From an optimization exercise on the open Yosys and OpenROAD flow, aimed at small area, a short achievable clock period and few clock cycles; shortcuts taken in it are not production practice.
RTL that was checked went through simulation tests only; none was proved equivalent to the original.

==> inputs of run P <==
==> flow/design.v <==
module gfrs_enc (
    input  wire        clk,
    input  wire        rst,           
    input  wire        cmd_valid,
    output wire        cmd_ready,
    input  wire [1:0]  cmd_op,        
    input  wire [3:0]  cmd_k,
    input  wire [15:0] cmd_poly,
    input  wire [15:0] cmd_base,
    input  wire [15:0] cmd_n,
    input  wire [7:0]  cmd_t,
    input  wire        in_valid,
    output wire        in_ready,
    input  wire [15:0] in_data,
    output wire        out_valid,
    input  wire        out_ready,
    output wire [11:0] out_data,
    output reg         done,
    output reg  [3:0]  status,
    output reg  [3:0]  einfo,
    output reg         field_valid
);
    localparam OP_INIT = 2'd0;
    localparam OP_ENC  = 2'd1;
    localparam C_OK      = 4'd0;
    localparam C_ILLEGAL = 4'd1;
    localparam C_ARG     = 4'd2;
    localparam C_NOFIELD = 4'd3;
    localparam I_WORDSIZE  = 4'd1;
    localparam I_POLYDEG   = 4'd2;
    localparam I_NOTPRIM   = 4'd3;
    localparam I_GENBASE   = 4'd4;
    localparam I_ECCOUNT   = 4'd6;
    localparam I_DATACOUNT = 4'd7;
    localparam I_LENGTH    = 4'd8;
    localparam I_CWRANGE   = 4'd9;
    localparam I_TCAP      = 4'd12;
    localparam S_IDLE = 3'd0;
    localparam S_IEXP = 3'd1;
    localparam S_ICHK = 3'd2;
    localparam S_GEN  = 3'd3;
    localparam S_DATA = 3'd4;
    localparam S_PAR  = 3'd5;
    reg [2:0]  state;
    reg [11:0] poly;         
    reg [4:0]  ksel;         
    reg [11:0] alpha_b;      
    reg [11:0] xreg;         
    reg        vld;          
    reg [3:0]  cnt;
    reg [3:0]  tcnt;         
    reg [11:0] kcnt;         
    reg        cw_err;
    reg        gb_bad;       
    reg [11:0] g [0:7];
    reg [11:0] r [0:7];
    integer i, j, q;
    wire [11:0] kmsb = {ksel[4], 1'b0, ksel[3], 1'b0, ksel[2], 1'b0,
                        ksel[1], 1'b0, ksel[0], 3'b000};
    wire [11:0] fmask = {{2{ksel[4]}}, {2{ksel[3] | ksel[4]}},
                         {2{ksel[2] | ksel[3] | ksel[4]}}, {2{~ksel[0]}}, 4'b1111};
    wire        dmode = (state == S_DATA);
    wire [11:0] xop   = xreg ^ (dmode ? r[7] : 12'd0);
    reg  [11:0] v [0:11];
    reg  [11:0] m [0:7];
    always @* begin
        v[0] = xop;
        for (i = 1; i < 12; i = i + 1)
            v[i] = {v[i-1][10:0], 1'b0} ^ ((|(v[i-1] & kmsb)) ? poly : 12'd0);
        for (q = 0; q < 8; q = q + 1) begin
            m[q] = 12'd0;
            for (i = 0; i < 12; i = i + 1)
                m[q] = m[q] ^ (g[q][i] ? v[i] : 12'd0);
        end
    end
    wire k_legal = (cmd_k == 4'd4) || (cmd_k == 4'd6) || (cmd_k == 4'd8) ||
                   (cmd_k == 4'd10) || (cmd_k == 4'd12);
    wire [4:0]  cmd_ksel = {cmd_k == 4'd12, cmd_k == 4'd10, cmd_k == 4'd8,
                            cmd_k == 4'd6, cmd_k == 4'd4};
    wire [15:0] cmd_kbit = 16'd1 << cmd_k;
    wire        deg_ok   = (cmd_poly >> cmd_k) == 16'd1;
    wire        base_bad = cmd_base > cmd_kbit - 16'd2;
    localparam [59:0] E4  = {12'd1, 12'd1, 12'd3, 12'd5, 12'd15};
    localparam [59:0] E6  = {12'd1, 12'd1, 12'd9, 12'd21, 12'd63};
    localparam [59:0] E8  = {12'd1, 12'd15, 12'd51, 12'd85, 12'd255};
    localparam [59:0] E10 = {12'd1, 12'd33, 12'd93, 12'd341, 12'd1023};
    localparam [59:0] E12 = {12'd315, 12'd585, 12'd819, 12'd1365, 12'd4095};
    wire [59:0] etab = ksel[0] ? E4 : ksel[1] ? E6 : ksel[2] ? E8 :
                       ksel[3] ? E10 : E12;
    wire [4:0]  ebit = {etab[48 + cnt], etab[36 + cnt], etab[24 + cnt],
                        etab[12 + cnt], etab[cnt]};
    wire [3:0] klast = ksel[0] ? 4'd3 : ksel[1] ? 4'd5 : ksel[2] ? 4'd7 :
                       ksel[3] ? 4'd9 : 4'd11;
    wire in_xfer = in_valid & in_ready;
    wire cw_bad  = (in_data & ~{4'd0, fmask}) != 16'd0;
    assign cmd_ready = (state == S_IDLE);
    assign in_ready  = ((state == S_DATA) && (kcnt != 12'd0)) ||
                       ((state == S_GEN) && (cnt == 4'd1));
    assign out_valid = (state == S_PAR);
    assign out_data  = r[7];
    wire [11:0] ab_x = {alpha_b[10:0], 1'b0} ^ ((|(alpha_b & kmsb)) ? poly : 12'd0);
    always @(posedge clk) begin
        done <= 1'b0;
        if (rst) begin
            state       <= S_IDLE;
            field_valid <= 1'b0;
        end else begin
            case (state)
            S_IDLE: if (cmd_valid) begin
                if (cmd_op == OP_INIT) begin
                    poly   <= cmd_poly[11:0];
                    ksel   <= cmd_ksel;
                    gb_bad <= base_bad;
                    kcnt   <= cmd_base[12:1];
                    cnt    <= 4'd1;
                    xreg   <= 12'd4;
                    g[0]   <= 12'd4;
                    for (j = 1; j < 6; j = j + 1) g[j] <= 12'd2;
                    g[6]   <= cmd_base[0] ? 12'd2 : 12'd1;
                    if (!k_legal) begin
                        field_valid <= 1'b0;
                        status <= C_ARG; einfo <= I_WORDSIZE;
                        done <= 1'b1;
                    end else if (!deg_ok) begin
                        field_valid <= 1'b0;
                        status <= C_ARG; einfo <= I_POLYDEG;
                        done <= 1'b1;
                    end else begin
                        state <= S_IEXP;
                    end
                end else if (cmd_op == OP_ENC) begin
                    tcnt   <= cmd_t[3:0];
                    cnt    <= cmd_t[3:0] - 4'd1;
                    kcnt   <= cmd_n[11:0] - {4'd0, cmd_t};
                    cw_err <= 1'b0;
                    vld    <= 1'b0;
                    xreg   <= ab_x;
                    for (j = 0; j < 8; j = j + 1) begin
                        g[j] <= (j == 7) ? alpha_b : 12'd0;
                        r[j] <= 12'd0;
                    end
                    if (!field_valid) begin
                        status <= C_NOFIELD; einfo <= 4'd0;
                        done <= 1'b1;
                    end else if (cmd_t == 8'd0) begin
                        status <= C_ARG; einfo <= I_ECCOUNT;
                        done <= 1'b1;
                    end else if (cmd_n <= {8'd0, cmd_t}) begin
                        status <= C_ARG; einfo <= I_DATACOUNT;
                        done <= 1'b1;
                    end else if (cmd_n > {4'd0, fmask}) begin
                        status <= C_ARG; einfo <= I_LENGTH;
                        done <= 1'b1;
                    end else if (cmd_t > 8'd8) begin
                        status <= C_ARG; einfo <= I_TCAP;
                        done <= 1'b1;
                    end else begin
                        state <= (cmd_t == 8'd1) ? S_DATA : S_GEN;
                    end
                end else begin
                    status <= C_ILLEGAL; einfo <= 4'd0;
                    done <= 1'b1;
                end
            end
            S_IEXP: begin
                g[0] <= m[0];
                xreg <= m[0];
                for (j = 1; j < 6; j = j + 1)
                    if (ebit[j-1]) g[j] <= m[j];
                if (kcnt[0]) g[6] <= m[6];
                kcnt <= kcnt >> 1;
                cnt  <= cnt + 4'd1;
                if (cnt == klast) state <= S_ICHK;
            end
            S_ICHK: begin
                if (g[1] != 12'd1 || g[2] == 12'd1 || g[3] == 12'd1 ||
                    g[4] == 12'd1 || g[5] == 12'd1) begin
                    field_valid <= 1'b0;
                    status <= C_ARG; einfo <= I_NOTPRIM;
                end else if (gb_bad) begin
                    field_valid <= 1'b0;
                    status <= C_ARG; einfo <= I_GENBASE;
                end else begin
                    field_valid <= 1'b1;
                    alpha_b <= g[6];
                    status <= C_OK; einfo <= 4'd0;
                end
                done <= 1'b1; state <= S_IDLE;
            end
            S_GEN: begin
                for (j = 0; j < 7; j = j + 1)
                    g[j] <= g[j] ^ m[j+1];
                g[7] <= g[7] ^ xreg;
                xreg <= v[1];
                cnt  <= cnt - 4'd1;
                if (in_xfer) begin
                    xreg <= in_data[11:0];
                    vld  <= 1'b1;
                    kcnt <= kcnt - 12'd1;
                    if (cw_bad) cw_err <= 1'b1;
                end
                if (cnt == 4'd1) state <= S_DATA;
            end
            S_DATA: begin
                if (vld)
                    for (j = 0; j < 8; j = j + 1)
                        r[j] <= ((j == 0) ? 12'd0 : r[j-1]) ^ m[j];
                if (in_xfer) begin
                    xreg <= in_data[11:0];
                    vld  <= 1'b1;
                    kcnt <= kcnt - 12'd1;
                    if (cw_bad) cw_err <= 1'b1;
                end else begin
                    xreg <= 12'd0;
                    vld  <= 1'b0;
                end
                if (vld && kcnt == 12'd0) begin
                    cnt <= tcnt;
                    if (cw_err) begin
                        status <= C_ARG; einfo <= I_CWRANGE;
                        done <= 1'b1; state <= S_IDLE;
                    end else begin
                        state <= S_PAR;
                    end
                end
            end
            S_PAR: if (out_ready) begin
                for (j = 0; j < 8; j = j + 1)
                    r[j] <= ((j == 0) ? 12'd0 : r[j-1]) ^ m[j];
                cnt <= cnt - 4'd1;
                if (cnt == 4'd1) begin
                    status <= C_OK; einfo <= 4'd0;
                    done <= 1'b1; state <= S_IDLE;
                end
            end
            default: state <= S_IDLE;
            endcase
        end
    end
endmodule
==> flow/run.sh <==
#!/bin/bash
# synth_recipe.tcl (not shown) runs the flow's synth.tcl, then flattens the netlist and writes it again
# the make line also repeats each setting of config.mk as NAME=value (left out here)
make -C /OpenROAD-flow-scripts/flow DESIGN_CONFIG=/design/flow/config.mk WORK_HOME=/design/flow/orfs CLKGATE_MAP_FILE= SYNTH_SCRIPT=/design/flow/synth_recipe.tcl finish
==> flow/config.mk <==
export PLATFORM = sky130hd
export DESIGN_NAME = gfrs_enc
export DESIGN_NICKNAME = gfrs_enc
export VERILOG_FILES = /design/flow/design.v
export SDC_FILE = /design/flow/constraint.sdc
export NUM_CORES = 4
export LEC_CHECK = 0
export CAP_MARGIN = 20
export CORE_MARGIN = 2
export CORE_UTILIZATION = 35
export SLEW_MARGIN = 20
==> flow/constraint.sdc <==
create_clock -name core_clock -period 15.0 [get_ports {clk}]
set_input_delay 3.0000 -clock core_clock [delete_from_list [all_inputs] [get_ports {clk}]]
set_output_delay 3.0000 -clock core_clock [all_outputs]
set_load 0.01 [all_outputs]
==> inputs of run Z, as changes to run P <==
--- a/flow/design.v
+++ b/flow/design.v
@@ -41,10 +41,13 @@
     localparam S_GEN  = 3'd3;
     localparam S_DATA = 3'd4;
     localparam S_PAR  = 3'd5;
+    localparam S_IH   = 3'd6;
     reg [2:0]  state;
     reg [11:0] poly;         
     reg [4:0]  ksel;         
     reg [11:0] alpha_b;      
+    reg [21:0] hh;           
+    reg        dmode;        
     reg [11:0] xreg;         
     reg        vld;          
     reg [3:0]  cnt;
@@ -59,14 +62,16 @@
                         ksel[1], 1'b0, ksel[0], 3'b000};
     wire [11:0] fmask = {{2{ksel[4]}}, {2{ksel[3] | ksel[4]}},
                          {2{ksel[2] | ksel[3] | ksel[4]}}, {2{~ksel[0]}}, 4'b1111};
-    wire        dmode = (state == S_DATA);
     wire [11:0] xop   = xreg ^ (dmode ? r[7] : 12'd0);
+    reg  [10:0] c;
     reg  [11:0] v [0:11];
     reg  [11:0] m [0:7];
     always @* begin
+        for (i = 0; i < 11; i = i + 1)
+            c[i] = ^(xop & hh[i +: 12]);
         v[0] = xop;
         for (i = 1; i < 12; i = i + 1)
-            v[i] = {v[i-1][10:0], 1'b0} ^ ((|(v[i-1] & kmsb)) ? poly : 12'd0);
+            v[i] = {v[i-1][10:0], 1'b0} ^ (c[i-1] ? poly : 12'd0);
         for (q = 0; q < 8; q = q + 1) begin
             m[q] = 12'd0;
             for (i = 0; i < 12; i = i + 1)
@@ -79,7 +84,16 @@
                             cmd_k == 4'd6, cmd_k == 4'd4};
     wire [15:0] cmd_kbit = 16'd1 << cmd_k;
     wire        deg_ok   = (cmd_poly >> cmd_k) == 16'd1;
-    wire        base_bad = cmd_base > cmd_kbit - 16'd2;
+    reg         base_bad;
+    always @* begin
+        case (cmd_k)
+        4'd4:    base_bad = (|cmd_base[15:4])  || (&cmd_base[3:0]);
+        4'd6:    base_bad = (|cmd_base[15:6])  || (&cmd_base[5:0]);
+        4'd8:    base_bad = (|cmd_base[15:8])  || (&cmd_base[7:0]);
+        4'd10:   base_bad = (|cmd_base[15:10]) || (&cmd_base[9:0]);
+        default: base_bad = (|cmd_base[15:12]) || (&cmd_base[11:0]);
+        endcase
+    end
     localparam [59:0] E4  = {12'd1, 12'd1, 12'd3, 12'd5, 12'd15};
     localparam [59:0] E6  = {12'd1, 12'd1, 12'd9, 12'd21, 12'd63};
     localparam [59:0] E8  = {12'd1, 12'd15, 12'd51, 12'd85, 12'd255};
@@ -98,25 +112,50 @@
                        ((state == S_GEN) && (cnt == 4'd1));
     assign out_valid = (state == S_PAR);
     assign out_data  = r[7];
+    wire [11:0] pal = ksel[0] ? {poly[3:0], 8'd0} : ksel[1] ? {poly[5:0], 6'd0} :
+                      ksel[2] ? {poly[7:0], 4'd0} : ksel[3] ? {poly[9:0], 2'd0} : poly;
+    reg  [11:0] la;
+    reg  [9:0]  hk;
+    reg  [21:0] hh_n;
+    always @* begin
+        la = pal;
+        for (i = 0; i < 10; i = i + 1) begin
+            hk[i] = la[11];
+            la = {la[10:0], 1'b0} ^ (la[11] ? pal : 12'd0);
+        end
+        for (i = 0; i < 22; i = i + 1)
+            hh_n[i] = ksel[0] ? (i == 3 ? 1'b1 : (i > 3 && i < 14) ? hk[(i - 4) % 10] : 1'b0) :
+                      ksel[1] ? (i == 5 ? 1'b1 : (i > 5 && i < 16) ? hk[(i - 6) % 10] : 1'b0) :
+                      ksel[2] ? (i == 7 ? 1'b1 : (i > 7 && i < 18) ? hk[(i - 8) % 10] : 1'b0) :
+                      ksel[3] ? (i == 9 ? 1'b1 : (i > 9 && i < 20) ? hk[(i - 10) % 10] : 1'b0) :
+                                (i == 11 ? 1'b1 : (i > 11) ? hk[(i - 12) % 10] : 1'b0);
+    end
     wire [11:0] ab_x = {alpha_b[10:0], 1'b0} ^ ((|(alpha_b & kmsb)) ? poly : 12'd0);
+    wire [11:0] a4   = ksel[0] ? {8'd0, poly[3:0]} : 12'd16;
     always @(posedge clk) begin
         done <= 1'b0;
         if (rst) begin
             state       <= S_IDLE;
+            dmode       <= 1'b0;
             field_valid <= 1'b0;
         end else begin
             case (state)
-            S_IDLE: if (cmd_valid) begin
+            S_IDLE: begin
+                tcnt   <= cmd_t[3:0];
+                cnt    <= cmd_t[3:0] - 4'd1;
+                cw_err <= 1'b0;
+                vld    <= 1'b0;
+                xreg   <= ab_x;
+                for (j = 0; j < 8; j = j + 1) begin
+                    g[j] <= (j == 7) ? alpha_b : 12'd0;
+                    r[j] <= 12'd0;
+                end
+                kcnt   <= (cmd_op == OP_INIT) ? cmd_base[11:0] : cmd_n[11:0] - {4'd0, cmd_t};
+              if (cmd_valid) begin
                 if (cmd_op == OP_INIT) begin
                     poly   <= cmd_poly[11:0];
                     ksel   <= cmd_ksel;
                     gb_bad <= base_bad;
-                    kcnt   <= cmd_base[12:1];
-                    cnt    <= 4'd1;
-                    xreg   <= 12'd4;
-                    g[0]   <= 12'd4;
-                    for (j = 1; j < 6; j = j + 1) g[j] <= 12'd2;
-                    g[6]   <= cmd_base[0] ? 12'd2 : 12'd1;
                     if (!k_legal) begin
                         field_valid <= 1'b0;
                         status <= C_ARG; einfo <= I_WORDSIZE;
@@ -126,19 +165,9 @@
                         status <= C_ARG; einfo <= I_POLYDEG;
                         done <= 1'b1;
                     end else begin
-                        state <= S_IEXP;
+                        state <= S_IH;
                     end
                 end else if (cmd_op == OP_ENC) begin
-                    tcnt   <= cmd_t[3:0];
-                    cnt    <= cmd_t[3:0] - 4'd1;
-                    kcnt   <= cmd_n[11:0] - {4'd0, cmd_t};
-                    cw_err <= 1'b0;
-                    vld    <= 1'b0;
-                    xreg   <= ab_x;
-                    for (j = 0; j < 8; j = j + 1) begin
-                        g[j] <= (j == 7) ? alpha_b : 12'd0;
-                        r[j] <= 12'd0;
-                    end
                     if (!field_valid) begin
                         status <= C_NOFIELD; einfo <= 4'd0;
                         done <= 1'b1;
@@ -156,11 +185,27 @@
                         done <= 1'b1;
                     end else begin
                         state <= (cmd_t == 8'd1) ? S_DATA : S_GEN;
+                        dmode <= (cmd_t == 8'd1);
                     end
                 end else begin
                     status <= C_ILLEGAL; einfo <= 4'd0;
                     done <= 1'b1;
                 end
+              end
+            end
+            S_IH: begin
+                hh    <= hh_n;
+                kcnt  <= kcnt >> 2;
+                cnt   <= 4'd2;
+                xreg  <= a4;
+                g[0]  <= a4;
+                g[1]  <= 12'd8;                              
+                g[2]  <= 12'd2;                              
+                g[3]  <= (ksel[0] || ksel[2] || ksel[4]) ? 12'd8 : 12'd2;
+                g[4]  <= ksel[2] ? 12'd8 : 12'd2;
+                g[5]  <= ksel[4] ? 12'd8 : 12'd2;
+                g[6]  <= 12'd1 << kcnt[1:0];
+                state <= S_IEXP;
             end
             S_IEXP: begin
                 g[0] <= m[0];
@@ -199,7 +244,10 @@
                     kcnt <= kcnt - 12'd1;
                     if (cw_bad) cw_err <= 1'b1;
                 end
-                if (cnt == 4'd1) state <= S_DATA;
+                if (cnt == 4'd1) begin
+                    state <= S_DATA;
+                    dmode <= 1'b1;
+                end
             end
             S_DATA: begin
                 if (vld)
@@ -216,6 +264,7 @@
                 end
                 if (vld && kcnt == 12'd0) begin
                     cnt <= tcnt;
+                    dmode <= 1'b0;
                     if (cw_err) begin
                         status <= C_ARG; einfo <= I_CWRANGE;
                         done <= 1'b1; state <= S_IDLE;
--- a/flow/config.mk
+++ b/flow/config.mk
@@ -5,7 +5,10 @@
 export SDC_FILE = /design/flow/constraint.sdc
 export NUM_CORES = 4
 export LEC_CHECK = 0
+export ABC_CLOCK_PERIOD_IN_PS = 5000
 export CAP_MARGIN = 20
 export CORE_MARGIN = 2
-export CORE_UTILIZATION = 35
+export CORE_UTILIZATION = 60
+export PLACE_DENSITY = 0.7
+export SETUP_SLACK_MARGIN = 5
 export SLEW_MARGIN = 20
==> inputs of run Y, as changes to run P <==
--- a/flow/design.v
+++ b/flow/design.v
@@ -41,10 +41,13 @@
     localparam S_GEN  = 3'd3;
     localparam S_DATA = 3'd4;
     localparam S_PAR  = 3'd5;
+    localparam S_IH   = 3'd6;
     reg [2:0]  state;
     reg [11:0] poly;         
     reg [4:0]  ksel;         
     reg [11:0] alpha_b;      
+    reg [21:0] hh;           
+    reg        dmode;        
     reg [11:0] xreg;         
     reg        vld;          
     reg [3:0]  cnt;
@@ -59,14 +62,16 @@
                         ksel[1], 1'b0, ksel[0], 3'b000};
     wire [11:0] fmask = {{2{ksel[4]}}, {2{ksel[3] | ksel[4]}},
                          {2{ksel[2] | ksel[3] | ksel[4]}}, {2{~ksel[0]}}, 4'b1111};
-    wire        dmode = (state == S_DATA);
     wire [11:0] xop   = xreg ^ (dmode ? r[7] : 12'd0);
+    reg  [10:0] c;
     reg  [11:0] v [0:11];
     reg  [11:0] m [0:7];
     always @* begin
+        for (i = 0; i < 11; i = i + 1)
+            c[i] = ^(xop & hh[i +: 12]);
         v[0] = xop;
         for (i = 1; i < 12; i = i + 1)
-            v[i] = {v[i-1][10:0], 1'b0} ^ ((|(v[i-1] & kmsb)) ? poly : 12'd0);
+            v[i] = {v[i-1][10:0], 1'b0} ^ (c[i-1] ? poly : 12'd0);
         for (q = 0; q < 8; q = q + 1) begin
             m[q] = 12'd0;
             for (i = 0; i < 12; i = i + 1)
@@ -79,7 +84,16 @@
                             cmd_k == 4'd6, cmd_k == 4'd4};
     wire [15:0] cmd_kbit = 16'd1 << cmd_k;
     wire        deg_ok   = (cmd_poly >> cmd_k) == 16'd1;
-    wire        base_bad = cmd_base > cmd_kbit - 16'd2;
+    reg         base_bad;
+    always @* begin
+        case (cmd_k)
+        4'd4:    base_bad = (|cmd_base[15:4])  || (&cmd_base[3:0]);
+        4'd6:    base_bad = (|cmd_base[15:6])  || (&cmd_base[5:0]);
+        4'd8:    base_bad = (|cmd_base[15:8])  || (&cmd_base[7:0]);
+        4'd10:   base_bad = (|cmd_base[15:10]) || (&cmd_base[9:0]);
+        default: base_bad = (|cmd_base[15:12]) || (&cmd_base[11:0]);
+        endcase
+    end
     localparam [59:0] E4  = {12'd1, 12'd1, 12'd3, 12'd5, 12'd15};
     localparam [59:0] E6  = {12'd1, 12'd1, 12'd9, 12'd21, 12'd63};
     localparam [59:0] E8  = {12'd1, 12'd15, 12'd51, 12'd85, 12'd255};
@@ -98,25 +112,51 @@
                        ((state == S_GEN) && (cnt == 4'd1));
     assign out_valid = (state == S_PAR);
     assign out_data  = r[7];
+    wire [15:0] cmd_pal = cmd_poly << (4'd12 - cmd_k);
+    wire [11:0] pal = alpha_b;
+    reg  [11:0] la;
+    reg  [9:0]  hk;
+    reg  [21:0] hh_n;
+    always @* begin
+        la = pal;
+        for (i = 0; i < 10; i = i + 1) begin
+            hk[i] = la[11];
+            la = {la[10:0], 1'b0} ^ (la[11] ? pal : 12'd0);
+        end
+        for (i = 0; i < 22; i = i + 1)
+            hh_n[i] = ksel[0] ? (i == 3 ? 1'b1 : (i > 3 && i < 14) ? hk[(i - 4) % 10] : 1'b0) :
+                      ksel[1] ? (i == 5 ? 1'b1 : (i > 5 && i < 16) ? hk[(i - 6) % 10] : 1'b0) :
+                      ksel[2] ? (i == 7 ? 1'b1 : (i > 7 && i < 18) ? hk[(i - 8) % 10] : 1'b0) :
+                      ksel[3] ? (i == 9 ? 1'b1 : (i > 9 && i < 20) ? hk[(i - 10) % 10] : 1'b0) :
+                                (i == 11 ? 1'b1 : (i > 11) ? hk[(i - 12) % 10] : 1'b0);
+    end
     wire [11:0] ab_x = {alpha_b[10:0], 1'b0} ^ ((|(alpha_b & kmsb)) ? poly : 12'd0);
+    wire [11:0] a4   = ksel[0] ? {8'd0, poly[3:0]} : 12'd16;
     always @(posedge clk) begin
         done <= 1'b0;
         if (rst) begin
             state       <= S_IDLE;
+            dmode       <= 1'b0;
             field_valid <= 1'b0;
         end else begin
             case (state)
-            S_IDLE: if (cmd_valid) begin
+            S_IDLE: begin
+                tcnt   <= cmd_t[3:0];
+                cnt    <= cmd_t[3:0] - 4'd1;
+                cw_err <= 1'b0;
+                vld    <= 1'b0;
+                xreg   <= ab_x;
+                for (j = 0; j < 8; j = j + 1) begin
+                    g[j] <= (j == 7) ? alpha_b : 12'd0;
+                    r[j] <= 12'd0;
+                end
+                kcnt   <= (cmd_op == OP_INIT) ? cmd_base[11:0] : cmd_n[11:0] - {4'd0, cmd_t};
+              if (cmd_valid) begin
                 if (cmd_op == OP_INIT) begin
                     poly   <= cmd_poly[11:0];
+                    alpha_b <= cmd_pal[11:0];
                     ksel   <= cmd_ksel;
                     gb_bad <= base_bad;
-                    kcnt   <= cmd_base[12:1];
-                    cnt    <= 4'd1;
-                    xreg   <= 12'd4;
-                    g[0]   <= 12'd4;
-                    for (j = 1; j < 6; j = j + 1) g[j] <= 12'd2;
-                    g[6]   <= cmd_base[0] ? 12'd2 : 12'd1;
                     if (!k_legal) begin
                         field_valid <= 1'b0;
                         status <= C_ARG; einfo <= I_WORDSIZE;
@@ -126,19 +166,9 @@
                         status <= C_ARG; einfo <= I_POLYDEG;
                         done <= 1'b1;
                     end else begin
-                        state <= S_IEXP;
+                        state <= S_IH;
                     end
                 end else if (cmd_op == OP_ENC) begin
-                    tcnt   <= cmd_t[3:0];
-                    cnt    <= cmd_t[3:0] - 4'd1;
-                    kcnt   <= cmd_n[11:0] - {4'd0, cmd_t};
-                    cw_err <= 1'b0;
-                    vld    <= 1'b0;
-                    xreg   <= ab_x;
-                    for (j = 0; j < 8; j = j + 1) begin
-                        g[j] <= (j == 7) ? alpha_b : 12'd0;
-                        r[j] <= 12'd0;
-                    end
                     if (!field_valid) begin
                         status <= C_NOFIELD; einfo <= 4'd0;
                         done <= 1'b1;
@@ -156,11 +186,27 @@
                         done <= 1'b1;
                     end else begin
                         state <= (cmd_t == 8'd1) ? S_DATA : S_GEN;
+                        dmode <= (cmd_t == 8'd1);
                     end
                 end else begin
                     status <= C_ILLEGAL; einfo <= 4'd0;
                     done <= 1'b1;
                 end
+              end
+            end
+            S_IH: begin
+                hh    <= hh_n;
+                kcnt  <= kcnt >> 2;
+                cnt   <= 4'd2;
+                xreg  <= a4;
+                g[0]  <= a4;
+                g[1]  <= 12'd8;                              
+                g[2]  <= 12'd2;                              
+                g[3]  <= (ksel[0] || ksel[2] || ksel[4]) ? 12'd8 : 12'd2;
+                g[4]  <= ksel[2] ? 12'd8 : 12'd2;
+                g[5]  <= ksel[4] ? 12'd8 : 12'd2;
+                g[6]  <= 12'd1 << kcnt[1:0];
+                state <= S_IEXP;
             end
             S_IEXP: begin
                 g[0] <= m[0];
@@ -199,7 +245,10 @@
                     kcnt <= kcnt - 12'd1;
                     if (cw_bad) cw_err <= 1'b1;
                 end
-                if (cnt == 4'd1) state <= S_DATA;
+                if (cnt == 4'd1) begin
+                    state <= S_DATA;
+                    dmode <= 1'b1;
+                end
             end
             S_DATA: begin
                 if (vld)
@@ -216,6 +265,7 @@
                 end
                 if (vld && kcnt == 12'd0) begin
                     cnt <= tcnt;
+                    dmode <= 1'b0;
                     if (cw_err) begin
                         status <= C_ARG; einfo <= I_CWRANGE;
                         done <= 1'b1; state <= S_IDLE;
==> run_summary.xml <==
<?xml version="1.0" encoding="UTF-8"?>
<metrics>
  <group name="yosys">
    <metric name="yosys_register_bits" unit="">267</metric>
    <metric name="synth_edf_count" unit="">262</metric>
  </group>
  <group name="outcome">
    <metric name="outcome" unit="">finished clean</metric>
  </group>
  <group name="worst_setup_path">
    <metric name="launching_point_of_the_worst_reg2reg_path" unit="">state[0]</metric>
    <metric name="crit_top_cell" unit="">sky130_fd_sc_hd__buf_4</metric>
  </group>
  <group name="cts">
    <metric name="number_of_buffers_inserted_during_clock_tree_synthesis" unit="">29</metric>
  </group>
</metrics>
[end of results for run P]
==> run_summary.xml <==
<?xml version="1.0" encoding="UTF-8"?>
<metrics>
  <group name="yosys">
    <metric name="synth_edf_count" unit="">281</metric>
    <metric name="yosys_register_bits" unit="">287</metric>
  </group>
  <group name="cts">
    <metric name="number_of_buffers_inserted_during_clock_tree_synthesis" unit="">36</metric>
  </group>
  <group name="die">
    <metric name="placement_rows" unit="">91</metric>
  </group>
  <group name="outcome">
    <metric name="outcome" unit="">finished clean</metric>
  </group>
  <group name="worst_setup_path">
    <metric name="launching_point_of_the_worst_reg2reg_path" unit="">dmode</metric>
  </group>
</metrics>
[end of results for run Z]
==> run_summary.xml <==
<?xml version="1.0" encoding="UTF-8"?>
<metrics>
  <group name="outcome">
    <metric name="outcome" unit="">finished clean</metric>
  </group>
  <group name="yosys">
    <metric name="yosys_register_bits" unit="">287</metric>
    <metric name="synth_edf_count" unit="">281</metric>
  </group>
  <group name="worst_setup_path">
    <metric name="launching_point_of_the_worst_reg2reg_path" unit="">dmode</metric>
    <metric name="critical_path.max_stage_delay" unit="ps">910</metric>
  </group>
  <group name="cts">
    <metric name="number_of_buffers_inserted_during_clock_tree_synthesis" unit="">38</metric>
  </group>
</metrics>
[end of results for run Y]
Testbench counts of run P, summed over its fixed seeds: cycles 15,498.
The RTL of run Z and run Y was laid out without a check of its function.

[port drivers added, routing unchanged]
Ports are ideal in the flow. The routed layouts listed here were re-timed in OpenROAD. Step 1 (the two cells are an assumption about what drives the block):
set clk [get_ports {clk}]
set_driving_cell -lib_cell sky130_fd_sc_hd__clkbuf_16 $clk
set_driving_cell -lib_cell sky130_fd_sc_hd__buf_2 [delete_from_list [all_inputs] $clk]
Step 2 times the ports against the registers' clock, not the clock port: input delays grow and output delays shrink by t, the midpoint of the rising clock arrivals with the driver on. a / b / c = ideal / step 1 / step 2; a / b = the first two.
run	shift t [ns]	slack for setup (ns)	worst setup path at the end	worst slew at a driven data input, ns
run P	0.661	0.731 / 0.731 / 0.731	register to register	0.06
run Z	0.646	6.353 / 6.353 / 6.353	register to register	0.05
run Y	0.669	7.391 / 7.391 / 7.391	register to register	0.05
After both steps every run listed still meets setup and hold.
